Background: an optimization exercise with open tools, aiming at small area. Do not read the settings as production practice. Where RTL was checked, it was by simulation tests only, not by an equivalence proof against the original. No functional check of the RTL was part of runs 5 and 6. No run shown here takes its clock network from TritonCTS; it comes from the design's own scripts or RTL. The clock input has no modelled driver; a real chip could not lean on it and would need a root buffer or a full tree. Power and IR drop assume default switching activity.

===== design.v =====
module ql_sampler (
    input  wire        clk,
    input  wire        rst,           
    input  wire        trig_in,
    input  wire        sample_valid,
    input  wire [15:0] sample_raw,    
    input  wire        tu_tick,
    input  wire        tx_tick,
    output wire [7:0]  bus_out,
    output wire        fault_out,
    output wire        ready
);
    localparam signed [15:0] BOUND = 16'sd15000;
    reg  [1:0] ph;
    reg        c;
    reg  [4:0] level;
    reg  [4:0] frame_lo;
    wire armed = ph[1] | ph[0];
    wire cool  = armed & c;
    wire signed [15:0] r        = sample_raw;
    wire               in_range = (r >= -BOUND) && (r <= BOUND);
    wire        [4:0]  q        = {~sample_raw[14], sample_raw[13:10]};
    wire do_validate = sample_valid && armed && !c;
    wire do_tx       = tx_tick && armed;
    always @(posedge clk) begin
        if (rst) begin
            ph       <= 2'b00;
            c        <= 1'b0;
            level    <= 5'd0;
            frame_lo <= 5'd0;
        end else begin
            if (!armed) begin
                c  <= trig_in;
                ph <= {1'b0, c && !trig_in};
            end else begin
                if (tx_tick)
                    ph <= {1'b1, ph == 2'b10};
                if (c)
                    c <= !tu_tick;
                else
                    c <= sample_valid && !in_range;
            end
            if (do_validate && in_range)
                level <= q;
            if (do_tx)
                frame_lo <= level;
        end
    end
    assign bus_out   = {ph[1] & ph[0], 2'b00, frame_lo};
    assign fault_out = cool;
    assign ready     = armed && !c;
endmodule
module ql_receiver (
    input  wire       clk,
    input  wire       rst,            
    input  wire       cap_in,
    input  wire       frt_tick,
    input  wire [7:0] bus_in,
    output wire [7:0] duty_a_out,
    output wire [7:0] duty_b_out,
    output wire       alert_out
);
    localparam [14:0] DET_MASK = 15'h7aef;
    localparam [14:0] DET_VAL  = 15'h3da6 & 15'h7aef;
    reg [14:0] lfsr;
    reg        alert;
    reg        cap_prev;
    reg        cap_pend;
    reg [4:0]  duty;
    reg [4:0] duty_new;
    always @(*) begin
        case (bus_in[4:0])
            5'd0: duty_new = 5'd4;
            5'd1: duty_new = 5'd4;
            5'd2: duty_new = 5'd5;
            5'd3: duty_new = 5'd5;
            5'd4: duty_new = 5'd6;
            5'd5: duty_new = 5'd7;
            5'd6: duty_new = 5'd7;
            5'd7: duty_new = 5'd8;
            5'd8: duty_new = 5'd9;
            5'd9: duty_new = 5'd9;
            5'd10: duty_new = 5'd10;
            5'd11: duty_new = 5'd10;
            5'd12: duty_new = 5'd11;
            5'd13: duty_new = 5'd12;
            5'd14: duty_new = 5'd12;
            5'd15: duty_new = 5'd13;
            5'd16: duty_new = 5'd14;
            5'd17: duty_new = 5'd14;
            5'd18: duty_new = 5'd15;
            5'd19: duty_new = 5'd15;
            5'd20: duty_new = 5'd16;
            5'd21: duty_new = 5'd17;
            5'd22: duty_new = 5'd17;
            5'd23: duty_new = 5'd18;
            5'd24: duty_new = 5'd19;
            5'd25: duty_new = 5'd19;
            5'd26: duty_new = 5'd20;
            5'd27: duty_new = 5'd20;
            5'd28: duty_new = 5'd21;
            5'd29: duty_new = 5'd22;
            5'd30: duty_new = 5'd22;
            5'd31: duty_new = 5'd23;
            default: duty_new = 5'd0;
        endcase
    end
    wire [14:0] lfsr_next = {lfsr[13:0], ~(lfsr[14] ^ lfsr[3])};
    wire        expired   = (lfsr & DET_MASK) == DET_VAL;
    always @(posedge clk) begin
        if (rst) begin
            lfsr     <= 15'd0;
            alert    <= 1'b0;
            cap_prev <= 1'b1;
            cap_pend <= 1'b0;
            duty     <= 5'd0;
        end else begin
            cap_prev <= cap_in;
            cap_pend <= !cap_prev && cap_in;
            if (cap_pend) begin
                alert <= 1'b0;
                lfsr  <= {14'd0, frt_tick};
                duty  <= duty_new;
            end else begin
                if (frt_tick)
                    lfsr <= lfsr_next;
                if (expired)
                    alert <= 1'b1;
            end
        end
    end
    assign duty_a_out = {3'b000, duty};
    assign duty_b_out = {3'b000, duty};
    assign alert_out  = alert;
endmodule
module quantizer_link (
    input  wire        clk,
    input  wire        rst_s,
    input  wire        trig_in,
    input  wire        sample_valid,
    input  wire [15:0] sample_raw,
    input  wire        tu_tick,
    input  wire        tx_tick,
    output wire [7:0]  bus_out,
    output wire        fault_out,
    output wire        ready,
    input  wire        rst_r,
    input  wire        cap_in,
    input  wire        frt_tick,
    input  wire [7:0]  bus_in,
    output wire [7:0]  duty_a_out,
    output wire [7:0]  duty_b_out,
    output wire        alert_out
);
    ql_sampler u_su (
        .clk          (clk),
        .rst          (rst_s),
        .trig_in      (trig_in),
        .sample_valid (sample_valid),
        .sample_raw   (sample_raw),
        .tu_tick      (tu_tick),
        .tx_tick      (tx_tick),
        .bus_out      (bus_out),
        .fault_out    (fault_out),
        .ready        (ready)
    );
    ql_receiver u_ru (
        .clk        (clk),
        .rst        (rst_r),
        .cap_in     (cap_in),
        .frt_tick   (frt_tick),
        .bus_in     (bus_in),
        .duty_a_out (duty_a_out),
        .duty_b_out (duty_b_out),
        .alert_out  (alert_out)
    );
endmodule

===== flow/run.sh =====
#!/bin/bash
# Own layout flow: the standard ORFS flow, with
#  - an area-oriented ABC mapping script in synthesis, without the adder-cell step
#    (registers unchanged),
#  - the smallest buffer (buf_1) on every input and output port,
#  - one tie cell shared by the constant outputs,
#  - a one-level clock tree (manual_cts.tcl) in place of TritonCTS's H-tree.
# Each tool's output goes to a log file in this folder.
set -euo pipefail
W=$(pwd)
rm -rf "$W/scripts_c"
cp -r "$FLOW_HOME/scripts" "$W/scripts_c"
cp "$W/flow/abc_area.script" "$W/scripts_c/abc_speed.script"
sed -i 's|^log_cmd clock_tree_synthesis .*|source $::env(MANUAL_CTS_TCL); manual_cts $::env(MANUAL_CTS_CELL) $::env(MANUAL_CTS_NBUF); set_propagated_clock [all_clocks]|' "$W/scripts_c/cts.tcl"
grep -q manual_cts "$W/scripts_c/cts.tcl"
export SCRIPTS_DIR="$W/scripts_c"
export MANUAL_CTS_TCL="$W/flow/manual_cts.tcl"
export MANUAL_CTS_CELL=sky130_fd_sc_hd__buf_6
export MANUAL_CTS_NBUF=2
export BUFFER_PORTS_ARGS="-buffer_cell sky130_fd_sc_hd__buf_1"
export SKIP_REPAIR_TIE_FANOUT=1
export ADDER_MAP_FILE=
bash standard.sh > "$W/standard.log" 2>&1

===== flow/abc_area.script =====
strash
&get -n
&fraig -x
&put
dc2
strash
&get -n
&deepsyn -T 20
&put
strash
&get -n
&dch -f
&nf -a -R 1000
&put
mfs2
strash
&get -n
&dch -f
&nf -a -R 1000
&put
topo
dnsize -c

===== flow/manual_cts.tcl =====
proc manual_cts { cell nbuf } {
  set db [ord::get_db]
  set block [ord::get_db_block]
  set master [$db findMaster $cell]
  set clknet [$block findNet clk]
  set sinks {}
  foreach it [$clknet getITerms] {
    set bb [[$it getInst] getBBox]
    lappend sinks [list [expr {([$bb xMin] + [$bb xMax]) / 2.0}] [expr {([$bb yMin] + [$bb yMax]) / 2.0}] $it]
  }
  set sinks [lsort -real -index 0 $sinks]
  set n [llength $sinks]
  # start: centres of nbuf equal strips by x
  set cx {}; set cy {}
  for {set g 0} {$g < $nbuf} {incr g} {
    set s [lindex $sinks [expr {(2 * $g + 1) * $n / (2 * $nbuf)}]]
    lappend cx [lindex $s 0]; lappend cy [lindex $s 1]
  }
  for {set iter 0} {$iter < 20} {incr iter} {
    set grp {}
    foreach s $sinks {
      set best 0; set bd 1e30
      for {set g 0} {$g < $nbuf} {incr g} {
        set d [expr {abs([lindex $s 0] - [lindex $cx $g]) + abs([lindex $s 1] - [lindex $cy $g])}]
        if {$d < $bd} { set bd $d; set best $g }
      }
      lappend grp $best
    }
    for {set g 0} {$g < $nbuf} {incr g} {
      set sx 0; set sy 0; set m 0
      foreach s $sinks k $grp { if {$k == $g} { set sx [expr {$sx + [lindex $s 0]}]; set sy [expr {$sy + [lindex $s 1]}]; incr m } }
      if {$m > 0} { lset cx $g [expr {$sx / $m}]; lset cy $g [expr {$sy / $m}] }
    }
  }
  for {set g 0} {$g < $nbuf} {incr g} {
    set inst [odb::dbInst_create $block $master clkbuf_$g\_clk]
    set net [odb::dbNet_create $block clknet_$g\_clk]
    $net setSigType CLOCK
    set m 0
    foreach s $sinks k $grp {
      if {$k != $g} { continue }
      set it [lindex $s 2]
      $it disconnect
      $it connect $net
      incr m
    }
    [$inst findITerm A] connect $clknet
    [$inst findITerm X] connect $net
    $inst setLocation [expr {int([lindex $cx $g])}] [expr {int([lindex $cy $g])}]
    $inst setPlacementStatus PLACED
    puts "manual_cts: clkbuf_$g\_clk ($cell) drives $m clock pins"
  }
}

===== standard.sh =====
#!/bin/bash
# synth_recipe.tcl (not shown) runs the flow's synth.tcl, then flattens the netlist and writes it again
# the make line also repeats each setting of config.mk as NAME=value (left out here)
make -C /OpenROAD-flow-scripts/flow DESIGN_CONFIG=/design/flow/config.mk WORK_HOME=/design/flow/orfs CLKGATE_MAP_FILE= SYNTH_SCRIPT=/design/flow/synth_recipe.tcl "${@:-finish}"

===== config.mk =====
export PLATFORM = sky130hd
export DESIGN_NAME = quantizer_link
export DESIGN_NICKNAME = quantizer_link
export VERILOG_FILES = /design/flow/design.v
export SDC_FILE = /design/flow/constraint.sdc
export NUM_CORES = 4
export LEC_CHECK = 0
export CAP_MARGIN = 20
export CORE_AREA = 2 2 60 60
export DIE_AREA = 0 0 62 62
export PLACE_DENSITY = 0.8
export SLEW_MARGIN = 20

===== constraint.sdc =====
create_clock -name core_clock -period 5.0 [get_ports {clk}]
set_input_delay 1.0000 -clock core_clock [delete_from_list [all_inputs] [get_ports {clk}]]
set_output_delay 1.0000 -clock core_clock [all_outputs]
set_load 0.01 [all_outputs]

==> run_results.csv, run 1 <==
group,metric,value,unit
status,status,"timing/DRC/antenna clean",
clocking,cts_setup_buffers,0,
floorplanning,die_y,62,um
floorplanning,start_util,0.435,
setup_path,crit_chain,"buf_1 > o311a_1 > o31a_1 > o21ai_0 > a21oi_1 > nor3_1 > a31oi_1 > nor3_1 > nor2_1 > a22o_1",
synthesis,ys_seq_elements,36,
timing,max_freq,0.346,GHz
power_and_ir_drop,leakagePower,0.561,nW
synthesis,synth-adder-area-share,0,
setup_path,cpMaxStageDelayCell,"nor3_1",
setup_path,crit_top_cell,"nor3_1",
layout,final_common_cell,"buf_1",
timing,post-route-period-util,0.578,
job,maxCapViolations,0,
placement,placedCellCount,229,
timing,final.setup.tns,0,ns
timing,rsz0062_at_grt,"no",
clocking,cts.hold.buffers_added,0,
synthesis,ys_types,30,
global_routing,antenna_found_initial,0,
setup_path,end_kind,"flop",
global_routing,track_usage,0.133,
synthesis,synth-xor-area-share,0.0245,
floorplanning,core-area,3280,um2
setup_path,path_max_fanout,5,
drt,first_pass_iters,4,
layout,multi_input_comb_area,594,um2
layout,antenna_cells,0,
layout,drive_above_1_share,0.0162,
timing,max-slew-margin-rel,0.561,
global_routing,grt_max_degree,22,
synthesis,synthesis.instances,147,
drt,vias_per_cell,4.94,
placement,io_buffers,48,
timing,period_needed,2.89,ns
synthesis,synth_top_family_by_area,"compound AO/OA/AOI/OAI gates",
timing,finalHoldViolCount,0,
placement,gp_congestion,0.738,
setup_path,worstPathArrival,2.94,ns
drt,drt-total-wl,2.48,mm
clocking,path_clk_slew,0.12,ns
setup_path,ff2ff_setup_slack,3.34,ns
drt,dr_total_vias,1140,
synthesis,ys_warn_count,2,
setup_path,r2r_end,"u_su.level[3]",
power_and_ir_drop,total_power,0.444,mW
layout,ff_latch_area,721,um2
setup_path,cp-start-kind,"input pin",
setup_path,criticalPathCategory,"in -> reg",
setup_path,rr_startpoint,"u_su.ph[0]",
global_routing,grt_overflow,0,
layout,fin_area,1600,um2
worst_hold_path,min_to,"u_ru.cap_pend",
setup_path,reg2reg_depth,6,
power_and_ir_drop,power_density,278,nW/um2
timing,finalSetupViolations,0,
worst_hold_path,holdCritPathClass,"reg -> reg",
placement,dp_hpwl,2.01,mm
synthesis,avgSynthCellArea,9.71,um2
global_routing,grt_pass1_vias,999,
floorplanning,die_w,62,um
worst_hold_path,hold_start,"u_ru.cap_prev",
global_routing,grt_pass1_wl,4.10,mm
power_and_ir_drop,ir_drop,0.147,mV
worst_hold_path,holdPathStages,1,
floorplanning,io_pins,60,
clocking,clock_latency,0.14,ns
placement,placedInstanceArea,1580,um2
synthesis,yosys.area_share.simple,0.133,
layout,final_nets,220,
layout,area_growth,11.9,%
drt,first_iter_violations,50,
drt,drc_errors,0,
synthesis,synth_fp_nets,180,
timing,tightest_slew,0.658,ns
floorplanning,die-area,3840,um2
synthesis,synth-compound-area-share,0.256,
setup_path,slowest_delay,0.46,ns
layout,fill_cells,323,
timing,fin_skew,0.0160,ns
drt,post_drt_wl_per_cell,10.7,um
layout,finalNonFillerCells,231,
clocking,ctsResizeCount,0,
synthesis,syn_area,1430,um2
floorplanning,rows,21,
setup_path,required,5.05,ns
layout,finish.utilization,0.486,
drt,ant_nets,0,
timing,slew_violations,0,
layout,mostFrequentLayoutCells,"buf_1, dfxtp_1, a22o_1",
synthesis,yosysSeqAreaShare,0.505,
synthesis,muxShareOfSynthArea,0,
-- report_power, final --
group	leakage [nW]	switching (mW)	internal, mW	total [mW]
Combinational	0.258	0.0295	0.0189	0.0484
Sequential	0.291	0.00447	0.292	0.297
Clock	0.0121	0.0663	0.0324	0.0988
-- per-layer routing --
layer  up-vias  track usage  share of wire  wire, um
met1       514        0.171           0.46      1150
met4         0       0.0152          0.014        34
met3         4      0.00828          0.038        93
li1        599            -              -         -
met2        23        0.251           0.48      1200
met5         -            0              0         0
-- worst max-delay path: cells and delay by family --
kind / cells / cell delay, ns
AOI/OAI and AO/OA: 6 / 1.09
and+or+nand+nor: 3 / 0.77
buffers and inverters: 1 / 0.07
-- layout make-up --
class,instances,area share
plain buffers,2,0.0141
multi-input cells,94,0.372
repair buffers,49,0.117
flip-flops and latches,36,0.451
inverters,4,0.00940
well taps,46,0.0360
-- cell usage after synthesis --
library cell,number,area share
dfxtp_1,36,0.50
a22o_1,22,0.13
buf_4,13,0.068
nand2_1,13,0.034
o21ai_0,12,0.042
nor2_1,9,0.024
nor3_1,5,0.018
a21oi_1,4,0.014
clkinv_1,4,0.011
and2_0,3,0.013
a32o_1,2,0.014
nand3_1,2,0.0070
nor2b_1,2,0.0088
or2_0,2,0.0088
xnor2_1,2,0.012
xor2_1,2,0.012
a211oi_1,1,0.0053
a21o_1,1,0.0053
a221oi_1,1,0.0061
a22oi_1,1,0.0053
a31oi_1,1,0.0044
a41oi_1,1,0.0061
conb_1,1,0.0026
nand2b_1,1,0.0044
nand4b_1,1,0.0061
nor3b_1,1,0.0053
nor4_1,1,0.0044
o211ai_1,1,0.0053
o311a_1,1,0.0070
o31a_1,1,0.0061
-- worst max path at each step --
stage | start | to | slack [ns] | cells past startpoint
floorplan | sample_raw[0] | u_su.level[1] | 2.23 | 9
finish | sample_raw[0] | u_su.level[3] | 2.11 | 10
CTS | sample_raw[0] | u_su.level[3] | 2.08 | 10
global route | sample_raw[0] | u_su.level[0] | 1.91 | 11
detailed placement | sample_raw[0] | u_su.level[3] | 1.91 | 10
global placement | sample_raw[0] | u_su.level[1] | 1.93 | 10
-- sequential cells by signal, summed over array words and instances (netlist names) --
| name | cells |
|---|---|
| u_ru.alert | 1 |
| u_ru.cap_pend | 1 |
| u_ru.cap_prev | 1 |
| u_ru.duty | 5 |
| u_ru.lfsr | 15 |
| u_su.c | 1 |
| u_su.frame_lo | 5 |
| u_su.level | 5 |
| u_su.ph | 2 |
-- metrics by stage --
step                      setup WS (ns)  hold WS, ns
final                              2.11        0.395
after detailed placement           1.91        0.379
after floorplan                    2.23        0.372
after global placement             1.93        0.374
after global routing               1.91        0.413
after CTS                          2.08        0.397
-- logic make-up after synthesis --
logic type / after synthesis
compound gates: 49
xor+xnor: 4
buf+inv: 17
flops: 36
other cells: 1
simple gates: 40
==> inputs of run 2 (changes only) <==
--- a/flow/run.sh
+++ b/flow/run.sh
@@ -12,10 +12,10 @@
 cp -r "$FLOW_HOME/scripts" "$W/scripts_c"
 cp "$W/flow/abc_area.script" "$W/scripts_c/abc_speed.script"
-sed -i 's|^log_cmd clock_tree_synthesis .*|source $::env(MANUAL_CTS_TCL); manual_cts $::env(MANUAL_CTS_CELL) $::env(MANUAL_CTS_NBUF); set_propagated_clock [all_clocks]|' "$W/scripts_c/cts.tcl"
+sed -i 's|^log_cmd clock_tree_synthesis .*|source $::env(MANUAL_CTS_TCL); manual_cts $::env(MANUAL_CTS_TARGET) $::env(MANUAL_CTS_CHOICES)|' "$W/scripts_c/cts.tcl"
 grep -q manual_cts "$W/scripts_c/cts.tcl"
 export SCRIPTS_DIR="$W/scripts_c"
 export MANUAL_CTS_TCL="$W/flow/manual_cts.tcl"
-export MANUAL_CTS_CELL=sky130_fd_sc_hd__buf_6
-export MANUAL_CTS_NBUF=2
+export MANUAL_CTS_TARGET=0.118
+export MANUAL_CTS_CHOICES="{sky130_fd_sc_hd__buf_4 3} {sky130_fd_sc_hd__buf_6 2} {sky130_fd_sc_hd__clkbuf_8 2} {sky130_fd_sc_hd__buf_4 4} {sky130_fd_sc_hd__buf_8 2} {sky130_fd_sc_hd__buf_6 3}"
 export BUFFER_PORTS_ARGS="-buffer_cell sky130_fd_sc_hd__buf_1"
 export SKIP_REPAIR_TIE_FANOUT=1
--- a/flow/manual_cts.tcl
+++ b/flow/manual_cts.tcl
@@ -1,7 +1,4 @@
-proc manual_cts { cell nbuf } {
-  set db [ord::get_db]
-  set block [ord::get_db_block]
-  set master [$db findMaster $cell]
-  set clknet [$block findNet clk]
+
+proc mcts_sinks { clknet } {
   set sinks {}
   foreach it [$clknet getITerms] {
@@ -9,7 +6,15 @@
     lappend sinks [list [expr {([$bb xMin] + [$bb xMax]) / 2.0}] [expr {([$bb yMin] + [$bb yMax]) / 2.0}] $it]
   }
-  set sinks [lsort -real -index 0 $sinks]
+  return [lsort -real -index 0 $sinks]
+}
+
+# Build the tree; returns the buffers it made.
+proc mcts_build { cell nbuf } {
+  set db [ord::get_db]
+  set block [ord::get_db_block]
+  set master [$db findMaster $cell]
+  set clknet [$block findNet clk]
+  set sinks [mcts_sinks $clknet]
   set n [llength $sinks]
-  # start: centres of nbuf equal strips by x
   set cx {}; set cy {}
   for {set g 0} {$g < $nbuf} {incr g} {
@@ -33,9 +38,9 @@
     }
   }
+  set made {}
   for {set g 0} {$g < $nbuf} {incr g} {
     set inst [odb::dbInst_create $block $master clkbuf_$g\_clk]
     set net [odb::dbNet_create $block clknet_$g\_clk]
     $net setSigType CLOCK
-    set m 0
     foreach s $sinks k $grp {
       if {$k != $g} { continue }
@@ -43,5 +48,4 @@
       $it disconnect
       $it connect $net
-      incr m
     }
     [$inst findITerm A] connect $clknet
@@ -49,5 +53,48 @@
     $inst setLocation [expr {int([lindex $cx $g])}] [expr {int([lindex $cy $g])}]
     $inst setPlacementStatus PLACED
-    puts "manual_cts: clkbuf_$g\_clk ($cell) drives $m clock pins"
+    lappend made $inst
+  }
+  return $made
+}
+
+# Undo mcts_build.
+proc mcts_remove { made } {
+  set block [ord::get_db_block]
+  set clknet [$block findNet clk]
+  foreach inst $made {
+    set net [[$inst findITerm X] getNet]
+    foreach it [$net getITerms] {
+      if {[$it getInst] eq $inst} { continue }
+      $it disconnect
+      $it connect $clknet
+    }
+    odb::dbInst_destroy $inst
+    odb::dbNet_destroy $net
   }
 }
+
+proc mcts_worst_slew { } {
+  estimate_parasitics -placement
+  set m 0
+  foreach p [get_pins -hier */CLK] {
+    set s [get_property $p slew_max]
+    if {$s > $m} { set m $s }
+  }
+  return $m
+}
+
+proc manual_cts { target choices } {
+  set_propagated_clock [all_clocks]
+  set last [lindex $choices end]
+  foreach c $choices {
+    lassign $c cell nbuf
+    set made [mcts_build $cell $nbuf]
+    set s [mcts_worst_slew]
+    puts "manual_cts: $nbuf x $cell, estimated worst clock-pin slew $s"
+    if {$s <= $target || $c eq $last} {
+      puts "manual_cts: keeping $nbuf x $cell"
+      return
+    }
+    mcts_remove $made
+  }
+}
==> run_results.csv, run 2 <==
group,metric,value,unit
status,status,"timing/DRC/antenna clean",
synthesis,synth_most_common_cell,"dfxtp_1",
synthesis,synth-adder-area-share,0,
layout,fin_area,1600,um2
layout,finalNonFillerCells,231,
timing,post-route-period-util,0.574,
drt,ant_nets,0,
drt,first_pass_iters,4,
synthesis,ys_warn_count,2,
timing,finalSetupViolations,0,
synthesis,muxShareOfSynthArea,0,
synthesis,synthArstFlopShare,0,
worst_hold_path,holdCritPathClass,"reg -> reg",
clocking,ctsResizeCount,0,
global_routing,grt_max_degree,22,
synthesis,ys.flop_type,"dfxtp_1",
layout,drive_above_1_share,0.0162,
layout,mostFrequentLayoutCells,"buf_1, dfxtp_1, a22o_1",
layout,antenna_cells,0,
synthesis,ys_seq_elements,36,
synthesis,synth_top_family_by_area,"compound AO/OA/AOI/OAI gates",
layout,final_nets,220,
worst_hold_path,hold_start,"u_ru.cap_prev",
floorplanning,rows,21,
setup_path,cp-start-kind,"input pin",
drt,dr_total_vias,1144,
setup_path,required,5.07,ns
synthesis,synthesis.instances,147,
synthesis,synth-xor-area-share,0.0245,
placement,place_ws,1.91,ns
timing,timing.final.ws_setup,2.13,ns
timing,max_freq,0.349,GHz
setup_path,criticalPathCategory,"in -> reg",
synthesis,synth_common_cells,"dfxtp_1, a22o_1, buf_4, nand2_1, o21ai_0",
floorplanning,die_y,62,um
clocking,path_clk_slew,0.11,ns
layout,top_register,"u_ru.lfsr",
layout,finish.utilization,0.488,
drt,first_iter_violations,49,
setup_path,end_kind,"flop",
global_routing,grt_pass1_vias,996,
timing,slew_violations,0,
floorplanning,core-area,3280,um2
power_and_ir_drop,leakagePower,0.564,nW
placement,placedInstanceArea,1580,um2
timing,period_needed,2.87,ns
floorplanning,start_util,0.435,
floorplanning,die_w,62,um
placement,gp_congestion,0.738,
drt,vias_per_cell,4.95,
timing,max-slew-margin-rel,0.557,
placement,dp_hpwl,2.01,mm
layout,largest_reg_flops,15,
floorplanning,die-area,3840,um2
placement,io_buffers,48,
clocking,cts.hold.buffers_added,0,
power_and_ir_drop,ir_drop,0.153,mV
drt,post_drt_wl_per_cell,10.8,um
clocking,cts_setup_buffers,0,
global_routing,antenna_found_initial,0,
global_routing,grt_pass1_wl,4.11,mm
power_and_ir_drop,power_density,281,nW/um2
setup_path,path_max_fanout,5,
timing,tightest_slew,0.664,ns
synthesis,synth_area_leaders,"dfxtp_1, a22o_1, buf_4, o21ai_0, nand2_1",
power_and_ir_drop,total_power,0.450,mW
global_routing,track_usage,0.134,
synthesis,synth_edf_count,0,
synthesis,synth_fp_nets,180,
global_routing,grt_overflow,0,
synthesis,synth_top_area_frac,0.505,
timing,rsz0062_at_grt,"no",
synthesis,yosys.area_share.simple,0.133,
job,maxCapViolations,0,
synthesis,yosysTopAreaCell,"dfxtp_1",
timing,finalHoldViolCount,0,
floorplanning,io_pins,60,
setup_path,cp-startpoint,"sample_raw[0]",
synthesis,syn_area,1430,um2
setup_path,worstPathArrival,2.94,ns
synthesis,yosysSeqAreaShare,0.505,
setup_path,rr_startpoint,"u_su.ph[0]",
synthesis,synth-compound-area-share,0.256,
synthesis,ys_types,30,
synthesis,avgSynthCellArea,9.71,um2
layout,final_common_cell,"buf_1",
placement,placedCellCount,229,
drt,drt-total-wl,2.50,mm
timing,final.setup.tns,0,ns
clocking,clock_latency,0.16,ns
timing,fin_skew,0.0169,ns
drt,drc_errors,0,
timing,holdWs,0.393,ns
layout,area_growth,12.3,%
==> run 2: path summary, 6_finish.rpt <==
path	endpoint	slack, ns	depth (start not counted)
setup / recovery	u_su.level[3]	2.13	10
hold / removal	u_ru.cap_pend	0.39	1
setup reg to reg	u_su.level[3]	3.35	6
hold reg to reg	u_ru.cap_pend	0.39	1
==> run 2: logic make-up (layout without fill, tap and decap cells) <==
logic type	count (synthesis)	in the layout
and+or+nand+nor	40	40
DFF	36	36
xor gates and xnor gates	4	4
AOI/OAI and AO/OA	49	49
other	1	1
buffers and inverters	17	55
==> run 2: cell type report <==
| cell class | instances | area [um2] |
|---|---|---|
| repair buffers | 49 | 188 |
| plain buffers | 2 | 27.5 |
| fillers | 327 | 1680 |
| multi-input cells | 94 | 594 |
| inverters | 4 | 15.0 |
| well taps | 46 | 57.6 |
| flip-flops and latches | 36 | 721 |
==> run 2: worst max-delay path, stage by stage <==
cell and delay [ns]:
buf_1 0.07, o311a_1 0.35, o31a_1 0.23, o21ai_0 0.14, a21oi_1 0.08, nor3_1 0.13, a31oi_1 0.07, nor3_1 0.46
nor2_1 0.18, a22o_1 0.22
==> run 2: power by group <==
group	leakage [nW]	switching (mW)	total, mW	internal, mW
Combinational	0.258	0.0295	0.0484	0.0189
Clock	0.0144	0.0674	0.105	0.0372
Sequential	0.291	0.00441	0.297	0.292
Total	0.564	0.101	0.450	0.349
==> run 2: routing by layer <==
layer,share of wire,track usage
met5,0,0
met4,0.014,0.0182
met3,0.037,0.00828
met2,0.49,0.253
met1,0.46,0.169
==> inputs of run 3 (changes only) <==
--- a/flow/run.sh
+++ b/flow/run.sh
@@ -16,6 +16,7 @@
 export SCRIPTS_DIR="$W/scripts_c"
 export MANUAL_CTS_TCL="$W/flow/manual_cts.tcl"
-export MANUAL_CTS_TARGET=0.118
-export MANUAL_CTS_CHOICES="{sky130_fd_sc_hd__buf_4 3} {sky130_fd_sc_hd__buf_6 2} {sky130_fd_sc_hd__clkbuf_8 2} {sky130_fd_sc_hd__buf_4 4} {sky130_fd_sc_hd__buf_8 2} {sky130_fd_sc_hd__buf_6 3}"
+B=sky130_fd_sc_hd_
+export MANUAL_CTS_TARGET=0.112
+export MANUAL_CTS_CHOICES="{${B}_buf_4 ${B}_buf_4 ${B}_buf_4} {${B}_buf_6 ${B}_buf_6} {${B}_buf_4 ${B}_buf_4 ${B}_buf_4 ${B}_buf_4} {${B}_clkbuf_8 ${B}_clkbuf_8} {${B}_buf_8 ${B}_buf_8} {${B}_buf_6 ${B}_buf_6 ${B}_buf_6}"
 export BUFFER_PORTS_ARGS="-buffer_cell sky130_fd_sc_hd__buf_1"
 export SKIP_REPAIR_TIE_FANOUT=1
==> flow/manual_cts.tcl (replaced) <==

proc mcts_sinks { clknet } {
  set sinks {}
  foreach it [$clknet getITerms] {
    set bb [[$it getInst] getBBox]
    lappend sinks [list [expr {([$bb xMin] + [$bb xMax]) / 2.0}] [expr {([$bb yMin] + [$bb yMax]) / 2.0}] $it]
  }
  return $sinks
}

# Capacitated k-means: returns each sink's group. caps: the most sinks each group may take.
proc mcts_group { sinks cx cy caps } {
  set k [llength $cx]
  set grp {}
  for {set iter 0} {$iter < 30} {incr iter} {
    set pairs {}
    set i 0
    foreach s $sinks {
      for {set g 0} {$g < $k} {incr g} {
        lappend pairs [list [expr {abs([lindex $s 0] - [lindex $cx $g]) + abs([lindex $s 1] - [lindex $cy $g])}] $i $g]
      }
      incr i
    }
    set pairs [lsort -real -index 0 $pairs]
    set grp [lrepeat [llength $sinks] -1]
    set left $caps
    foreach p $pairs {
      lassign $p d i g
      if {[lindex $grp $i] >= 0 || [lindex $left $g] <= 0} { continue }
      lset grp $i $g
      lset left $g [expr {[lindex $left $g] - 1}]
    }
    for {set g 0} {$g < $k} {incr g} {
      set sx 0; set sy 0; set m 0
      foreach s $sinks q $grp { if {$q == $g} { set sx [expr {$sx + [lindex $s 0]}]; set sy [expr {$sy + [lindex $s 1]}]; incr m } }
      if {$m > 0} { lset cx $g [expr {$sx / $m}]; lset cy $g [expr {$sy / $m}] }
    }
  }
  return [list $grp $cx $cy]
}

# Build the tree for one grouping; returns the buffers it made.
proc mcts_build { cells sinks grp cx cy } {
  set db [ord::get_db]
  set block [ord::get_db_block]
  set clknet [$block findNet clk]
  set made {}
  set g 0
  foreach cell $cells {
    set inst [odb::dbInst_create $block [$db findMaster $cell] clkbuf_$g\_clk]
    set net [odb::dbNet_create $block clknet_$g\_clk]
    $net setSigType CLOCK
    foreach s $sinks q $grp {
      if {$q != $g} { continue }
      set it [lindex $s 2]
      $it disconnect
      $it connect $net
    }
    [$inst findITerm A] connect $clknet
    [$inst findITerm X] connect $net
    $inst setLocation [expr {int([lindex $cx $g])}] [expr {int([lindex $cy $g])}]
    $inst setPlacementStatus PLACED
    lappend made $inst
    incr g
  }
  return $made
}

# Undo mcts_build.
proc mcts_remove { made } {
  set block [ord::get_db_block]
  set clknet [$block findNet clk]
  foreach inst $made {
    set net [[$inst findITerm X] getNet]
    foreach it [$net getITerms] {
      if {[$it getInst] eq $inst} { continue }
      $it disconnect
      $it connect $clknet
    }
    odb::dbInst_destroy $inst
    odb::dbNet_destroy $net
  }
}

proc mcts_worst_slew { } {
  estimate_parasitics -placement
  set m 0
  foreach p [get_pins -hier */CLK] {
    set s [get_property $p slew_max]
    if {$s > $m} { set m $s }
  }
  return $m
}

# The buffer cell's weight: its drive, taken from the number at the end of its name.
proc mcts_weight { cell } {
  regexp {_(\d+)$} $cell -> w
  return $w
}

# Groupings to try for a choice: starts from strips across x, across y, and a few pseudo-random
# picks of sinks (a fixed seed, so the flow repeats itself).
proc mcts_groupings { sinks cells } {
  set k [llength $cells]
  set n [llength $sinks]
  set wsum 0
  foreach c $cells { incr wsum [mcts_weight $c] }
  set caps {}
  foreach c $cells { lappend caps [expr {int(ceil(double($n) * [mcts_weight $c] / $wsum)) + 1}] }
  set starts {}
  foreach axis {0 1} {
    set sorted [lsort -real -index $axis $sinks]
    set cx {}; set cy {}
    for {set g 0} {$g < $k} {incr g} {
      set s [lindex $sorted [expr {(2 * $g + 1) * $n / (2 * $k)}]]
      lappend cx [lindex $s 0]; lappend cy [lindex $s 1]
    }
    lappend starts [list $cx $cy]
  }
  expr {srand(12345)}
  for {set t 0} {$t < 6} {incr t} {
    set cx {}; set cy {}
    for {set g 0} {$g < $k} {incr g} {
      set s [lindex $sinks [expr {int(rand() * $n)}]]
      lappend cx [lindex $s 0]; lappend cy [lindex $s 1]
    }
    lappend starts [list $cx $cy]
  }
  set out {}
  foreach st $starts {
    lappend out [mcts_group $sinks [lindex $st 0] [lindex $st 1] $caps]
  }
  return $out
}

proc manual_cts { target choices } {
  set_propagated_clock [all_clocks]
  set block [ord::get_db_block]
  set sinks [mcts_sinks [$block findNet clk]]
  set last [lindex $choices end]
  foreach cells $choices {
    set best {}
    set bests 1e9
    foreach gr [mcts_groupings $sinks $cells] {
      lassign $gr grp cx cy
      set made [mcts_build $cells $sinks $grp $cx $cy]
      set s [mcts_worst_slew]
      mcts_remove $made
      if {$s < $bests} { set bests $s; set best $gr }
    }
    puts "manual_cts: [join $cells ,]: best estimated worst clock-pin slew $bests"
    if {$bests <= $target || $cells eq $last} {
      lassign $best grp cx cy
      mcts_build $cells $sinks $grp $cx $cy
      puts "manual_cts: keeping [join $cells ,] (estimated worst clock-pin slew [mcts_worst_slew])"
      return
    }
  }
}
--- a/config.mk
+++ b/config.mk
@@ -6,5 +6,5 @@
 export NUM_CORES = 4
 export LEC_CHECK = 0
-export CAP_MARGIN = 20
+export CAP_MARGIN = 0
 export CORE_AREA = 2 2 60 60
 export DIE_AREA = 0 0 62 62
==> run_results.csv, run 3 <==
group,metric,value,unit
floorplanning,die_y,62,um
setup_path,reg2reg_depth,6,
global_routing,grt_pass1_vias,1003,
setup_path,ff2ff_setup_slack,3.35,ns
setup_path,slowest_delay,0.46,ns
setup_path,endpoint,"u_su.level[3]",
setup_path,rr_startpoint,"u_su.ph[0]",
worst_hold_path,holdCritPathClass,"reg -> reg",
timing,finalHoldViolCount,0,
layout,drive_above_1_share,0.0215,
setup_path,cp-startpoint,"sample_raw[0]",
drt,post_drt_wl_per_cell,10.8,um
setup_path,r2r_end,"u_su.level[3]",
setup_path,cp-start-kind,"input pin",
power_and_ir_drop,clockPowerShare,0.220,
drt,dr_total_vias,1147,
synthesis,yosysSeqAreaShare,0.505,
layout,area_growth,11.9,%
timing,finalSetupViolations,0,
power_and_ir_drop,p_sw,0.0997,mW
synthesis,synth_common_cells,"dfxtp_1, a22o_1, buf_4, nand2_1, o21ai_0",
job,maxCapViolations,0,
placement,dp_hpwl,2.01,mm
drt,drt-total-wl,2.50,mm
floorplanning,rows,21,
power_and_ir_drop,p_comb_frac,0.109,
power_and_ir_drop,seqPwrFrac,0.671,
synthesis,synth_edf_count,0,
synthesis,ys_warn_count,2,
placement,placedCellCount,229,
layout,fin_area,1600,um2
timing,max-slew-margin-rel,0.560,
timing,fin_skew,0.00245,ns
setup_path,cpMaxStageDelayCell,"nor3_1",
synthesis,ys_seq_elements,36,
layout,mostFrequentLayoutCells,"buf_1, dfxtp_1, a22o_1",
floorplanning,start_util,0.435,
placement,io_buffers,48,
power_and_ir_drop,leakagePower,0.564,nW
setup_path,required,5.04,ns
power_and_ir_drop,power_density,277,nW/um2
global_routing,antenna_found_initial,0,
synthesis,ys_types,30,
placement,gp_congestion,0.738,
layout,finalNonFillerCells,232,
clocking,cts.hold.buffers_added,0,
layout,top_register,"u_ru.lfsr",
drt,drc_errors,0,
global_routing,track_usage,0.134,
setup_path,end_kind,"flop",
global_routing,grt_overflow,0,
timing,post-route-period-util,0.579,
synthesis,synth_area_leaders,"dfxtp_1, a22o_1, buf_4, o21ai_0, nand2_1",
timing,max_freq,0.345,GHz
synthesis,yosysTopAreaCell,"dfxtp_1",
layout,finish.utilization,0.486,
power_and_ir_drop,switching_share,0.225,
floorplanning,die-area,3840,um2
drt,first_iter_violations,53,
drt,ant_nets,0,
setup_path,path_max_fanout,5,
layout,largest_reg_flops,15,
placement,placedInstanceArea,1580,um2
synthesis,synth_fp_nets,180,
layout,final_common_cell,"buf_1",
floorplanning,core-area,3280,um2
setup_path,worstPathArrival,2.94,ns
drt,vias_per_cell,4.94,
timing,tightest_slew,0.659,ns
drt,first_pass_iters,4,
floorplanning,die_w,62,um
clocking,clock_latency,0.14,ns
synthesis,avgSynthCellArea,9.71,um2
timing,period_needed,2.90,ns
clocking,cts_setup_buffers,0,
setup_path,criticalPathCategory,"in -> reg",
synthesis,synth_most_common_cell,"dfxtp_1",
setup_path,crit_top_cell,"nor3_1",
timing,final.setup.tns,0,ns
floorplanning,io_pins,60,
global_routing,grt_max_degree,16,
timing,slew_violations,0,
clocking,path_clk_slew,0.10,ns
synthesis,ys.flop_type,"dfxtp_1",
placement,place_ws,1.91,ns
synthesis,synth_top_area_frac,0.505,
power_and_ir_drop,ir_drop,0.120,mV
setup_path,crit_chain,"buf_1 > o311a_1 > o31a_1 > o21ai_0 > a21oi_1 > nor3_1 > a31oi_1 > nor3_1 > nor2_1 > a22o_1",
timing,rsz0062_at_grt,"no",
synthesis,synthArstFlopShare,0,
timing,timing.final.ws_setup,2.10,ns
synthesis,synthesis.instances,147,
status,status,"timing/DRC/antenna clean",
layout,antenna_cells,0,
global_routing,grt_pass1_wl,4.12,mm
clocking,ctsResizeCount,0,
synthesis,syn_area,1430,um2
power_and_ir_drop,power.internal,0.343,mW
layout,final_nets,221,
-- run 3: cell counts after synthesis --
Identical to the previous run, type by type.
-- run 3: final cells by class --
| class | instances | area [um2] |
|---|---|---|
| plain buffers | 3 | 22.5 |
| repair buffers | 49 | 188 |
| well taps | 46 | 57.6 |
| inverters | 4 | 15.0 |
| flip-flops and latches | 36 | 721 |
| multi-input cells | 94 | 594 |
| fillers | 323 | 1690 |
-- run 3: worst min path at each step --
| stage | depth (start not counted) | from | slack [ns] | endpoint |
|---|---|---|---|---|
| 2_1_floorplan | 1 | u_ru.cap_prev | 0.37 | u_ru.cap_pend |
| 3_3_place_gp | 1 | u_ru.cap_prev | 0.37 | u_ru.cap_pend |
| 3_5_place_dp | 1 | u_ru.cap_prev | 0.38 | u_ru.cap_pend |
| 4_1_cts | 1 | u_ru.cap_prev | 0.39 | u_ru.cap_pend |
| 5_1_grt | 1 | u_ru.cap_prev | 0.41 | u_ru.cap_pend |
| 6_report | 1 | u_ru.cap_prev | 0.39 | u_ru.cap_pend |
-- run 3: per-stage QoR --
stage | hold slack (ns) | power (mW)
2_1_floorplan | 0.372 | 0.337
5_1_grt | 0.411 | 0.467
3_5_place_dp | 0.379 | 0.352
6_report | 0.393 | 0.443
4_1_cts | 0.394 | 0.446
3_3_place_gp | 0.374 | 0.351
-- run 3: kinds of logic after synthesis --
group                  Yosys count  synth area share
XOR/XNOR                         4            0.0245
AO/OA/AOI/OAI                   49             0.256
other                            1           0.00263
flip-flops                      36             0.505
buffers and inverters           17            0.0789
AND/OR/NAND/NOR                 40             0.133
-- run 3: worst max-delay path, delay by kind of cell --
| kind | cells | cell delay, ns |
|---|---|---|
| AO/OA/AOI/OAI | 6 | 1.09 |
| AND/OR/NAND/NOR | 3 | 0.77 |
| buffers and inverters | 1 | 0.07 |
-- run 3: metal layers --
layer	routed length [um]	track usage
met1	1150	0.172
met2	1210	0.250
met3	109	0.0124
met4	36	0.0152
met5	0	0
-- run 3: power by group through the flow --
| stage | sequential [mW] | clock (mW) | combinational, mW |
|---|---|---|---|
| global placement | 0.303 | 0 | 0.0477 |
| detailed placement | 0.303 | 0 | 0.0484 |
| global route | 0.298 | 0.113 | 0.0558 |
| floorplan | 0.303 | 0 | 0.0342 |
| finish | 0.297 | 0.0974 | 0.0484 |
| CTS | 0.297 | 0.101 | 0.0486 |
==> inputs of run 4 (changes only) <==
--- a/config.mk
+++ b/config.mk
@@ -6,5 +6,5 @@
 export NUM_CORES = 4
 export LEC_CHECK = 0
-export CAP_MARGIN = 0
+export CAP_MARGIN = 20
 export CORE_AREA = 2 2 60 60
 export DIE_AREA = 0 0 62 62
==> run_results.csv, run 4 <==
group,metric,value,unit
status,status,"timing/DRC/antenna clean",
global_routing,grt_pass1_wl,4.12,mm
synthesis,synth_top_area_frac,0.505,
layout,drive_above_1_share,0.0215,
timing,tightest_slew,0.659,ns
setup_path,cp-start-kind,"input pin",
placement,placedInstanceArea,1580,um2
drt,first_pass_iters,4,
floorplanning,die-area,3840,um2
clocking,clock_latency,0.14,ns
clocking,ctsResizeCount,0,
drt,first_iter_violations,53,
global_routing,grt_overflow,0,
placement,gp_congestion,0.738,
synthesis,ys_seq_elements,36,
synthesis,yosysSeqAreaShare,0.505,
layout,finalNonFillerCells,232,
synthesis,ys_warn_count,2,
synthesis,ys.flop_type,"dfxtp_1",
clocking,cts_setup_buffers,0,
floorplanning,io_pins,60,
timing,post-route-period-util,0.579,
layout,area_growth,11.9,%
drt,drc_errors,0,
placement,placedCellCount,229,
synthesis,synth_edf_count,0,
layout,antenna_cells,0,
timing,finalSetupViolations,0,
placement,dp_hpwl,2.01,mm
timing,holdWs,0.393,ns
setup_path,worstPathArrival,2.94,ns
global_routing,antenna_found_initial,0,
power_and_ir_drop,ir_drop,0.120,mV
global_routing,grt_pass1_vias,1003,
floorplanning,rows,21,
synthesis,avgSynthCellArea,9.71,um2
layout,finish.utilization,0.486,
timing,fin_skew,0.00245,ns
clocking,path_clk_slew,0.10,ns
layout,fill_cells,323,
timing,max_freq,0.345,GHz
floorplanning,die_y,62,um
drt,post_drt_wl_per_cell,10.8,um
drt,vias_per_cell,4.94,
synthesis,synth_most_common_cell,"dfxtp_1",
synthesis,synth_fp_nets,180,
setup_path,path_max_fanout,5,
drt,dr_total_vias,1147,
worst_hold_path,holdCritPathClass,"reg -> reg",
synthesis,ys_types,30,
layout,mostFrequentLayoutCells,"buf_1, dfxtp_1, a22o_1",
layout,largest_reg_flops,15,
layout,final_nets,221,
timing,final.setup.tns,0,ns
synthesis,syn_area,1430,um2
layout,top_register,"u_ru.lfsr",
floorplanning,start_util,0.435,
clocking,cts.hold.buffers_added,0,
global_routing,track_usage,0.134,
synthesis,synthesis.instances,147,
job,maxCapViolations,0,
timing,rsz0062_at_grt,"no",
layout,fin_area,1600,um2
setup_path,required,5.04,ns
floorplanning,core-area,3280,um2
synthesis,synthArstFlopShare,0,
power_and_ir_drop,power_density,277,nW/um2
placement,io_buffers,48,
timing,max-slew-margin-rel,0.560,
timing,period_needed,2.90,ns
floorplanning,die_w,62,um
synthesis,yosysTopAreaCell,"dfxtp_1",
setup_path,ff2ff_setup_slack,3.35,ns
global_routing,grt_max_degree,16,
layout,final_common_cell,"buf_1",
timing,slew_violations,0,
timing,finalHoldViolCount,0,
synthesis,synth_area_leaders,"dfxtp_1, a22o_1, buf_4, o21ai_0, nand2_1",
power_and_ir_drop,leakagePower,0.564,nW
drt,drt-total-wl,2.50,mm
setup_path,criticalPathCategory,"in -> reg",
setup_path,end_kind,"flop",
synthesis,synth_common_cells,"dfxtp_1, a22o_1, buf_4, nand2_1, o21ai_0",
drt,ant_nets,0,
==> run 4: cell type report <==
type / count / area [um2] / area share
Multi-Input combinational cell: 94 / 594 / 0.372
Inverter: 4 / 15.0 / 0.00940
Timing Repair Buffer: 49 / 188 / 0.117
Sequential cell: 36 / 721 / 0.451
Buffer: 3 / 22.5 / 0.0141
Tap cell: 46 / 57.6 / 0.0360
==> run 4: per-stage QoR <==
stage / power [mW] / setup WS [ns]
6_report: 0.443 / 2.10
5_1_grt: 0.467 / 1.90
4_1_cts: 0.446 / 2.07
3_5_place_dp: 0.352 / 1.91
3_3_place_gp: 0.351 / 1.93
2_1_floorplan: 0.337 / 2.23
==> run 4: critical path, stage by stage <==
cell	delay [ns]
buf_1	0.07
o311a_1	0.35
o31a_1	0.23
o21ai_0	0.14
a21oi_1	0.08
nor3_1	0.13
a31oi_1	0.07
nor3_1	0.46
nor2_1	0.18
a22o_1	0.22
==> run 4: worst paths after layout <==
kind                 start       endpoint  depth (start not counted)
min reg2reg  u_ru.cap_prev  u_ru.cap_pend                          1
max reg2reg     u_su.ph[0]  u_su.level[3]                          6
min          u_ru.cap_prev  u_ru.cap_pend                          1
max          sample_raw[0]  u_su.level[3]                         10
==> run 4: cell families (layout without fill, tap and decap cells) <==
family                    count (synthesis)  count (layout)  synth area share
AOI/OAI and AO/OA                        49              49             0.256
xor gates and xnor gates                  4               4            0.0245
and+or+nand+nor                          40              40             0.133
other                                     1               1           0.00263
buffers and inverters                    17              56            0.0789
DFF                                      36              36             0.505
==> run 4: layer usage <==
layer	wire, um	up-vias	GRT usage	share of wire
met5	0	-	0	0
met4	36	0	0.0152	0.014
met3	109	3	0.0124	0.044
met2	1210	28	0.250	0.48
met1	1150	513	0.172	0.46
li1	-	603	-	-
==> run 4: power breakdown <==
group,total [mW],internal [mW],switching (mW)
Clock,0.0974,0.0316,0.0657
Sequential,0.297,0.292,0.00448
Combinational,0.0484,0.0189,0.0295
Total,0.443,0.343,0.0997
==> inputs of run 5 (changes only) <==
--- a/design.v
+++ b/design.v
@@ -118,13 +118,13 @@
             cap_prev <= cap_in;
             cap_pend <= !cap_prev && cap_in;
+            if (!cap_prev && cap_in)
+                lfsr <= 15'd0;
+            else if (frt_tick)
+                lfsr <= lfsr_next;
             if (cap_pend) begin
                 alert <= 1'b0;
-                lfsr  <= {14'd0, frt_tick};
                 duty  <= duty_new;
-            end else begin
-                if (frt_tick)
-                    lfsr <= lfsr_next;
-                if (expired)
-                    alert <= 1'b1;
+            end else if (expired) begin
+                alert <= 1'b1;
             end
         end
--- a/flow/run.sh
+++ b/flow/run.sh
@@ -22,3 +22,4 @@
 export SKIP_REPAIR_TIE_FANOUT=1
 export ADDER_MAP_FILE=
-bash standard.sh > "$W/standard.log" 2>&1
+# let repair_design resize a driver to another footprint rather than add a buffer
+bash standard.sh finish MATCH_CELL_FOOTPRINT=0 > "$W/standard.log" 2>&1
==> run_results.csv, run 5 <==
group,metric,value,unit
power_and_ir_drop,power_density,277,nW/um2
synthesis,synth_fp_nets,179,
synthesis,ys.flop_type,"dfxtp_1",
clocking,clock_latency,0.14,ns
clocking,path_clk_slew,0.10,ns
floorplanning,io_pins,60,
layout,ff_latch_area,721,um2
global_routing,grt_max_degree,16,
global_routing,use_met3,0.00414,
timing,finalHoldViolCount,0,
timing,finalSetupViolations,0,
timing,period_needed,2.93,ns
synthesis,syn_area,1430,um2
timing,holdWs,0.464,ns
global_routing,grt_overflow,0,
floorplanning,die_y,62,um
synthesis,ys_types,29,
global_routing,grt_pass1_wl,4.06,mm
setup_path,r2r_end,"u_su.level[1]",
timing,rsz0062_at_grt,"no",
drt,first_iter_violations,68,
timing,post-route-period-util,0.586,
floorplanning,core-area,3280,um2
drt,drc_errors,0,
setup_path,path_max_fanout,5,
layout,multi_input_comb_area,596,um2
drt,first_pass_iters,5,
setup_path,reg2reg_depth,6,
drt,dr_total_vias,1136,
synthesis,synth_top_area_frac,0.506,
global_routing,met2_usage,0.232,
global_routing,busiest_layer,"met2",
placement,gp_congestion,0.745,
status,status,"timing/DRC/antenna clean",
worst_hold_path,holdPathStages,2,
worst_hold_path,hold_start,"u_su.level[0]",
setup_path,cp-start-kind,"input pin",
setup_path,rr_startpoint,"u_su.ph[0]",
synthesis,synthesis.instances,146,
power_and_ir_drop,ir_drop,0.0761,mV
setup_path,worstPathArrival,2.97,ns
worst_hold_path,min_to,"u_su.level[0]",
global_routing,track_usage,0.131,
setup_path,crit_top_cell,"nor3_1",
layout,drive_above_1_share,0.0269,
layout,largest_reg_flops,15,
synthesis,synth_most_common_cell,"dfxtp_1",
floorplanning,die-area,3840,um2
clocking,cts_setup_buffers,0,
clocking,cts.hold.buffers_added,0,
drt,post_drt_wl_per_cell,10.6,um
setup_path,end_kind,"flop",
setup_path,required,5.05,ns
synthesis,ys_warn_count,2,
placement,dp_hpwl,1.90,mm
setup_path,ff2ff_setup_slack,3.31,ns
synthesis,yosysSeqAreaShare,0.506,
placement,io_buffers,48,
synthesis,yosysTopAreaCell,"dfxtp_1",
power_and_ir_drop,leakagePower,0.567,nW
job,maxCapViolations,0,
clocking,ctsResizeCount,0,
setup_path,cpMaxStageDelayCell,"nor3_1",
power_and_ir_drop,total_power,0.444,mW
setup_path,slowest_delay,0.48,ns
floorplanning,die_w,62,um
setup_path,crit_chain,"buf_1 > o311a_1 > o31a_1 > o21ai_0 > a21oi_1 > nor3_1 > a31oi_1 > nor3_1 > nor2_1 > a22o_1",
worst_hold_path,holdCritPathClass,"reg -> reg",
global_routing,use_met1,0.183,
layout,mostFrequentLayoutCells,"buf_1, dfxtp_1, a22o_1",
timing,fin_skew,0.00354,ns
synthesis,ys_seq_elements,36,
synthesis,synth_common_cells,"dfxtp_1, a22o_1, buf_4, nor2_1",
timing,tightest_slew,0.550,ns
layout,final_nets,221,
drt,drt-total-wl,2.46,mm
floorplanning,rows,21,
timing,max_freq,0.342,GHz
synthesis,avgSynthCellArea,9.76,um2
drt,vias_per_cell,4.90,
synthesis,synthArstFlopShare,0,
drt,ant_nets,0,
setup_path,criticalPathCategory,"in -> reg",
layout,fill_cells,317,
timing,slew_violations,0,
synthesis,synth_edf_count,0,
synthesis,synth_area_leaders,"dfxtp_1, a22o_1, buf_4, nor2_1, o21ai_0",
timing,max-slew-margin-rel,0.631,
global_routing,antenna_found_initial,0,
global_routing,grt_pass1_vias,986,
timing,final.setup.tns,0,ns
layout,area_growth,12.5,%
layout,final_common_cell,"buf_1",
layout,antenna_cells,0,
floorplanning,start_util,0.434,
layout,top_register,"u_ru.lfsr",
==> run 5: cell types whose count changed after synthesis, sizes merged, moves of 2 or more <==
| cell | before | now |
|---|---|---|
| a22o | 22 | 25 |
| nand2 | 13 | 8 |
| a32o | 2 | 0 |
| nor2 | 9 | 13 |
| a21oi | 4 | 6 |
| o21ai | 12 | 8 |
==> run 5: worst max-delay path by stage <==
stage                          to          start  slack, ns  cells after the start
global route        u_su.level[3]  sample_raw[0]       1.79                     10
global placement    u_su.level[2]  sample_raw[0]       1.95                     10
detailed placement  u_su.level[3]  sample_raw[0]       1.90                     10
finish              u_su.level[1]  sample_raw[0]       2.07                     10
CTS                 u_su.level[3]  sample_raw[0]       2.06                     10
floorplan           u_su.level[1]  sample_raw[0]       2.23                      9
==> run 5: final cells by class <==
| cell class | count | area share |
|---|---|---|
| flip-flops and latches | 36 | 0.450 |
| inverters | 3 | 0.00703 |
| multi-input cells | 94 | 0.372 |
| repair buffers | 50 | 0.122 |
| plain buffers | 3 | 0.0141 |
| well taps | 46 | 0.0359 |
==> run 5: layer usage <==
metal	share of wire	routed length (um)	up-vias
li1	-	-	606
met1	0.50	1240	506
met2	0.45	1100	24
met3	0.052	127	0
met4	0	0	0
met5	0	0	-
==> run 5: where the power goes <==
part	switching, mW	internal, mW	total [mW]
Combinational	0.0294	0.0192	0.0487
Sequential	0.00424	0.292	0.296
Clock	0.0667	0.0317	0.0984
Total	0.100	0.343	0.444
==> run 5: cell families (layout without fill, tap and decap cells) <==
family,count (synthesis),count (layout),share of synthesized area
AND/OR/NAND/NOR,42,42,0.142
buffers and inverters,16,56,0.0764
XOR/XNOR,4,4,0.0246
other,1,1,0.00263
AO/OA/AOI/OAI,47,47,0.248
flip-flops,36,36,0.506
==> run 5: stage by stage <==
step | util | cell area, um2 | setup slack, ns | std cells
6_report | 0.488 | 1600 | 2.07 | 232
3_5_place_dp | 0.481 | 1580 | 1.90 | 229
3_3_place_gp | 0.481 | 1580 | 1.95 | 229
2_1_floorplan | - | 1430 | 2.23 | 146
5_1_grt | 0.488 | 1600 | 1.79 | 232
4_1_cts | 0.488 | 1600 | 2.06 | 232
==> run 5: critical path: cells and delay by family <==
| kind | cells | cell delay, ns |
|---|---|---|
| and+or+nand+nor | 3 | 0.81 |
| AOI/OAI and AO/OA | 6 | 1.10 |
| buffers and inverters | 1 | 0.07 |
==> inputs of run 6 (changes only) <==
--- a/config.mk
+++ b/config.mk
@@ -9,4 +9,5 @@
 export CORE_AREA = 2 2 60 60
 export DIE_AREA = 0 0 62 62
+export GPL_TIMING_DRIVEN = 0
 export PLACE_DENSITY = 0.8
 export SLEW_MARGIN = 20
==> run_results.csv, run 6 <==
group,metric,value,unit
timing,rsz0062_at_grt,"no",
setup_path,path_max_fanout,5,
timing,max-slew-margin-rel,0.405,
setup_path,reg2reg_depth,6,
worst_hold_path,holdCritPathClass,"reg -> reg",
worst_hold_path,hold_start,"u_su.level[4]",
synthesis,synth_common_cells,"dfxtp_1, a22o_1, buf_4, nor2_1",
layout,area_growth,20.0,%
setup_path,worstPathArrival,2.97,ns
timing,finalHoldViolCount,0,
global_routing,grt_overflow,0,
global_routing,grt_pass1_vias,1008,
clocking,path_clk_slew,0.08,ns
synthesis,synth_fp_nets,179,
placement,placedCellCount,241,
setup_path,cpMaxStageDelayCell,"nor3_1",
power_and_ir_drop,total_power,0.460,mW
power_and_ir_drop,p_comb_frac,0.120,
timing,period_needed,2.95,ns
layout,final_nets,234,
timing,finalSetupViolations,0,
floorplanning,die_w,62,um
layout,fin_area,1710,um2
synthesis,synth_most_common_cell,"dfxtp_1",
setup_path,ff2ff_setup_slack,3.31,ns
layout,antenna_cells,0,
floorplanning,die_y,62,um
synthesis,synth_area_leaders,"dfxtp_1, a22o_1, buf_4, nor2_1, o21ai_0",
clocking,cts_setup_buffers,0,
setup_path,rr_startpoint,"u_su.ph[1]",
setup_path,path_buf_inv,1,
global_routing,grt_pass1_wl,4.13,mm
layout,drive_above_1_share,0.101,
synthesis,ys_types,29,
drt,drc_errors,0,
layout,fill_cells,311,
timing,max_freq,0.339,GHz
drt,first_iter_violations,49,
power_and_ir_drop,leakagePower,0.641,nW
floorplanning,start_util,0.434,
layout,top_register,"u_ru.lfsr",
drt,vias_per_cell,4.96,
global_routing,track_usage,0.134,
synthesis,syn_area,1430,um2
setup_path,cp-start-kind,"input pin",
placement,gp_congestion,0.750,
timing,post-route-period-util,0.590,
floorplanning,die-area,3840,um2
setup_path,criticalPathCategory,"in -> reg",
synthesis,synthesis.instances,146,
job,maxCapViolations,0,
drt,post_drt_wl_per_cell,10.8,um
power_and_ir_drop,p_sw,0.101,mW
synthesis,synthArstFlopShare,0,
placement,io_buffers,48,
setup_path,r2r_end,"u_su.level[2]",
power_and_ir_drop,power_density,269,nW/um2
floorplanning,core-area,3280,um2
setup_path,crit_top_cell,"nor3_1",
setup_path,required,5.02,ns
setup_path,cp-startpoint,"sample_raw[0]",
synthesis,synth_top_area_frac,0.506,
timing,holdWs,0.461,ns
layout,largest_reg_flops,15,
drt,ant_nets,0,
synthesis,synth_edf_count,0,
synthesis,ys_warn_count,2,
placement,placedInstanceArea,1680,um2
power_and_ir_drop,seqPwrFrac,0.645,
timing,tightest_slew,0.888,ns
clocking,cts.hold.buffers_added,0,
power_and_ir_drop,clockPowerShare,0.235,
worst_hold_path,holdPathStages,2,
synthesis,avgSynthCellArea,9.76,um2
floorplanning,rows,21,
timing,slew_violations,0,
power_and_ir_drop,ir_drop,0.0827,mV
clocking,ctsResizeCount,0,
setup_path,end_kind,"flop",
drt,first_pass_iters,4,
synthesis,ys_seq_elements,36,
worst_hold_path,min_to,"u_su.level[4]",
status,status,"timing/DRC/antenna clean",
floorplanning,io_pins,60,
drt,drt-total-wl,2.63,mm
timing,final.setup.tns,0,ns
drt,dr_total_vias,1214,
setup_path,slowest_delay,0.48,ns
setup_path,crit_family,"compound AO/OA/AOI/OAI gates",
layout,finalNonFillerCells,245,
global_routing,grt_max_degree,16,
setup_path,crit_chain,"buf_1 > o311a_1 > o31a_1 > o21ai_0 > a21oi_1 > nor3_1 > a31oi_1 > nor3_1 > nor2_1 > a22o_1",
layout,final_common_cell,"buf_1",
synthesis,yosysTopAreaCell,"dfxtp_1",
power_and_ir_drop,switching_share,0.220,
global_routing,antenna_found_initial,0,
placement,dp_hpwl,2.06,mm
clocking,clock_latency,0.13,ns
power_and_ir_drop,power.internal,0.358,mW
timing,fin_skew,0.00518,ns
synthesis,yosysSeqAreaShare,0.506,
synthesis,ys.flop_type,"dfxtp_1",
layout,mostFrequentLayoutCells,"buf_1, dfxtp_1, a22o_1",
==> run 6: kinds of logic (layout without fill, tap and decap cells) <==
group                  Yosys count  count (layout)  synth area share
XOR/XNOR                         4               4            0.0246
other                            1               1           0.00263
flip-flops                      36              36             0.506
buffers and inverters           16              69            0.0764
AO/OA/AOI/OAI                   47              47             0.248
AND/OR/NAND/NOR                 42              42             0.142
==> run 6: worst max-delay path by stage <==
stage	cells after the start	slack [ns]	endpoint
after global placement	10	1.95	u_su.level[3]
after global routing	10	1.87	u_su.level[1]
final	10	2.05	u_su.level[2]
after CTS	10	2.04	u_su.level[2]
after detailed placement	10	1.91	u_su.level[2]
after floorplan	9	2.23	u_su.level[1]
==> run 6: worst register-to-register path, stage by stage (launching register included) <==
cell and delay [ns]:
dfxtp_1 0.40, nor2_1 0.08, nor2_1 0.18, nand2_1 0.08, nor3_1 0.43, nor2_1 0.19
a22o_1 0.22
==> run 6: cell type report <==
class | count | area [um2] | share of cell area
Buffer | 17 | 128 | 0.0746
Inverter | 3 | 11.3 | 0.00658
Multi-Input combinational cell | 94 | 606 | 0.354
Sequential cell | 36 | 721 | 0.421
Tap cell | 46 | 57.6 | 0.0337
Timing Repair Buffer | 49 | 188 | 0.110
==> run 6: through the flow <==
step                setup WS, ns  utilization
floorplan                   2.23            -
global placement            1.95        0.506
detailed placement          1.91        0.512
CTS                         2.04        0.521
global route                1.87        0.521
finish                      2.05        0.521
==> run 6: power groups by stage <==
stage	clock network [mW]	registers (mW)	logic (mW)
final	0.108	0.297	0.0550
after global routing	0.122	0.297	0.0627
after CTS	0.111	0.296	0.0553
after detailed placement	0	0.303	0.0550
after global placement	0	0.303	0.0527
after floorplan	0	0.303	0.0339
==> run 6: metal layers <==
metal / share of wire / global-route usage / vias to the layer above
met5: 0 / 0 / -
met2: 0.46 / 0.229 / 33
li1: - / - / 632
met4: 0.011 / 0.0243 / 0
met1: 0.47 / 0.185 / 546
met3: 0.059 / 0.0104 / 3
==> inputs of run 7 (changes only) <==
--- a/design.v
+++ b/design.v
@@ -65,5 +65,5 @@
     reg [14:0] lfsr;
     reg        alert;
-    reg        cap_prev;
+    reg        cap_prev_n;     
     reg        cap_pend;
     reg [4:0]  duty;
@@ -112,11 +112,11 @@
             lfsr     <= 15'd0;
             alert    <= 1'b0;
-            cap_prev <= 1'b1;
+            cap_prev_n <= 1'b0;
             cap_pend <= 1'b0;
             duty     <= 5'd0;
         end else begin
-            cap_prev <= cap_in;
-            cap_pend <= !cap_prev && cap_in;
-            if (!cap_prev && cap_in)
+            cap_prev_n <= !cap_in;
+            cap_pend <= cap_prev_n && cap_in;
+            if (cap_prev_n && cap_in)
                 lfsr <= 15'd0;
             else if (frt_tick)
--- a/flow/run.sh
+++ b/flow/run.sh
@@ -22,4 +22,3 @@
 export SKIP_REPAIR_TIE_FANOUT=1
 export ADDER_MAP_FILE=
-# let repair_design resize a driver to another footprint rather than add a buffer
-bash standard.sh finish MATCH_CELL_FOOTPRINT=0 > "$W/standard.log" 2>&1
+bash standard.sh > "$W/standard.log" 2>&1
--- a/config.mk
+++ b/config.mk
@@ -9,5 +9,4 @@
 export CORE_AREA = 2 2 60 60
 export DIE_AREA = 0 0 62 62
-export GPL_TIMING_DRIVEN = 0
 export PLACE_DENSITY = 0.8
 export SLEW_MARGIN = 20
==> run_results.csv, run 7 <==
group,metric,value,unit
setup_path,crit_top_cell,"nor3_1",
synthesis,syn_area,1420,um2
setup_path,worstPathArrival,3.02,ns
power_and_ir_drop,switching_share,0.228,
power_and_ir_drop,p_comb_frac,0.107,
setup_path,crit_chain,"buf_1 > o311a_1 > o31a_1 > o21ai_0 > a21oi_1 > nor3_1 > a31oi_1 > nor3_1 > nor2_1 > a22o_1",
synthesis,synth-xor-area-share,0.0246,
synthesis,ys.flop_type,"dfxtp_1",
setup_path,cpMaxStageDelayCell,"nor3_1",
power_and_ir_drop,leakagePower,0.560,nW
drt,first_iter_violations,18,
drt,post_drt_wl_per_cell,11.3,um
timing,fin_skew,0.0105,ns
floorplanning,core-area,3280,um2
timing,rsz0062_at_grt,"no",
placement,dp_hpwl,2.03,mm
global_routing,grt_max_degree,16,
synthesis,ys_types,27,
synthesis,avgSynthCellArea,9.68,um2
layout,drive_above_1_share,0.0162,
setup_path,path_max_fanout,5,
layout,area_growth,11.4,%
layout,mostFrequentLayoutCells,"buf_1, dfxtp_1, a22o_1",
timing,slew_violations,0,
power_and_ir_drop,power_density,279,nW/um2
placement,io_buffers,48,
floorplanning,rows,21,
synthesis,ys_warn_count,2,
power_and_ir_drop,seqPwrFrac,0.670,
timing,max-slew-margin-rel,0.392,
setup_path,required,5.05,ns
timing,max_freq,0.337,GHz
synthesis,synth_top_area_frac,0.507,
drt,ant_nets,0,
drt,vias_per_cell,5.07,
synthesis,synthesis.instances,147,
drt,drc_errors,0,
power_and_ir_drop,power.internal,0.342,mW
power_and_ir_drop,clockPowerShare,0.223,
timing,finalHoldViolCount,0,
layout,top_register,"u_ru.lfsr",
synthesis,synthArstFlopShare,0,
setup_path,cp-start-kind,"input pin",
layout,finalNonFillerCells,231,
global_routing,antenna_found_initial,0,
layout,final_nets,220,
synthesis,synth-adder-area-share,0,
job,maxCapViolations,0,
global_routing,grt_pass1_wl,4.35,mm
global_routing,track_usage,0.141,
worst_hold_path,holdCritPathClass,"reg -> reg",
synthesis,synth_edf_count,0,
status,status,"timing/DRC/antenna clean",
layout,largest_reg_flops,15,
timing,final.setup.tns,0,ns
synthesis,ys_seq_elements,36,
timing,finalSetupViolations,0,
clocking,path_clk_slew,0.11,ns
setup_path,slowest_delay,0.50,ns
setup_path,end_kind,"flop",
drt,drt-total-wl,2.62,mm
placement,gp_congestion,0.737,
layout,antenna_cells,0,
floorplanning,start_util,0.433,
timing,post-route-period-util,0.594,
drt,dr_total_vias,1171,
layout,final_common_cell,"buf_1",
timing,tightest_slew,0.909,ns
power_and_ir_drop,ir_drop,0.156,mV
drt,first_pass_iters,4,
global_routing,grt_overflow,0,
synthesis,synth_common_cells,"dfxtp_1, a22o_1, nor2_1, buf_4, nand2_1",
floorplanning,io_pins,60,
synthesis,muxShareOfSynthArea,0,
clocking,cts.hold.buffers_added,0,
synthesis,yosysTopAreaCell,"dfxtp_1",
synthesis,synth_fp_nets,180,
clocking,ctsResizeCount,0,
clocking,cts_setup_buffers,0,
synthesis,synth_most_common_cell,"dfxtp_1",
placement,placedCellCount,228,
setup_path,criticalPathCategory,"in -> reg",
floorplanning,die_w,62,um
floorplanning,die-area,3840,um2
clocking,clock_latency,0.15,ns
timing,period_needed,2.97,ns
synthesis,synth-compound-area-share,0.252,
layout,fill_cells,317,
synthesis,yosys.area_share.simple,0.137,
global_routing,grt_pass1_vias,1008,
synthesis,synth_top_family_by_area,"compound AO/OA/AOI/OAI gates",
synthesis,synth_area_leaders,"dfxtp_1, a22o_1, buf_4, nor2_1, o21ai_0",
synthesis,yosysSeqAreaShare,0.507,
floorplanning,die_y,62,um
power_and_ir_drop,p_sw,0.101,mW
[run 7: changes by cell type in the layout (fill, tap and decap cells not counted), sizes merged]
cell	previous run	this run
buf	66	51
nor2	13	15
a21oi	6	7
and2	2	3
nand2	8	9
nor2b	3	2
nor3	6	5
nor3b	1	0
or2	1	0
[run 7: power by group through the flow]
stage               sequential (mW)  combinational (mW)  clock (mW)
detailed placement            0.303              0.0472           0
global route                  0.298              0.0547       0.112
CTS                           0.297              0.0475       0.102
global placement              0.303              0.0465           0
floorplan                     0.303              0.0337           0
finish                        0.297              0.0472      0.0990
[run 7: final cells by class]
cell class                 instances  area (um2)  area share
buffer                             3        22.5      0.0142
multi-input combinational         95         593       0.374
timing repair buffer              48         180       0.114
inverter                           3        11.3     0.00710
sequential                        36         721       0.455
tap                               46        57.6      0.0363
[run 7: kinds of logic after synthesis]
logic type                Yosys count
AOI/OAI and AO/OA                  48
xor gates and xnor gates            4
buffers and inverters              16
DFF                                36
other                               1
and+or+nand+nor                    42
[run 7: final timing paths]
| kind | end | from | cells after the start | slack, ns |
|---|---|---|---|---|
| worst min-delay path | u_ru.cap_pend | u_ru.cap_prev_n | 2 | 0.44 |
| worst max register to register | u_su.level[2] | u_su.ph[0] | 6 | 3.29 |
| worst min register to register | u_ru.cap_pend | u_ru.cap_prev_n | 2 | 0.44 |
| worst max-delay path | u_su.level[2] | sample_raw[0] | 10 | 2.03 |
[run 7: routing by layer]
layer	global-route usage	routed length, um	vias to the layer above
met5	0	0	-
met4	0.0274	23	0
met3	0.0145	102	3
met2	0.249	1260	27
met1	0.188	1240	541
li1	-	-	600
[run 7: worst max-delay path, delay by kind of cell]
family | cells | cell delay [ns]
AO/OA/AOI/OAI | 6 | 1.11
AND/OR/NAND/NOR | 3 | 0.83
buffers and inverters | 1 | 0.07
[run 7: per-stage QoR]
| step | cell area, um2 | total power [mW] | utilization | hold WS [ns] | setup WS, ns |
|---|---|---|---|---|---|
| after global routing | 1590 | 0.464 | 0.483 | 0.462 | 1.75 |
| after detailed placement | 1560 | 0.351 | 0.476 | 0.426 | 1.87 |
| after floorplan | 1420 | 0.336 | - | 0.417 | 2.23 |
| after CTS | 1590 | 0.446 | 0.483 | 0.443 | 2.03 |
| final | 1590 | 0.443 | 0.483 | 0.442 | 2.03 |
| after global placement | 1560 | 0.349 | 0.476 | 0.426 | 1.89 |

Re-timed with assumed drivers on the ports (clkbuf_16 on the clock, buf_2 on other inputs), run 7 has 2.042 ns of setup slack against 2.029 ns with ideal ports, and 1.865 ns once port delays also move by the mid clock arrival of 0.177 ns.
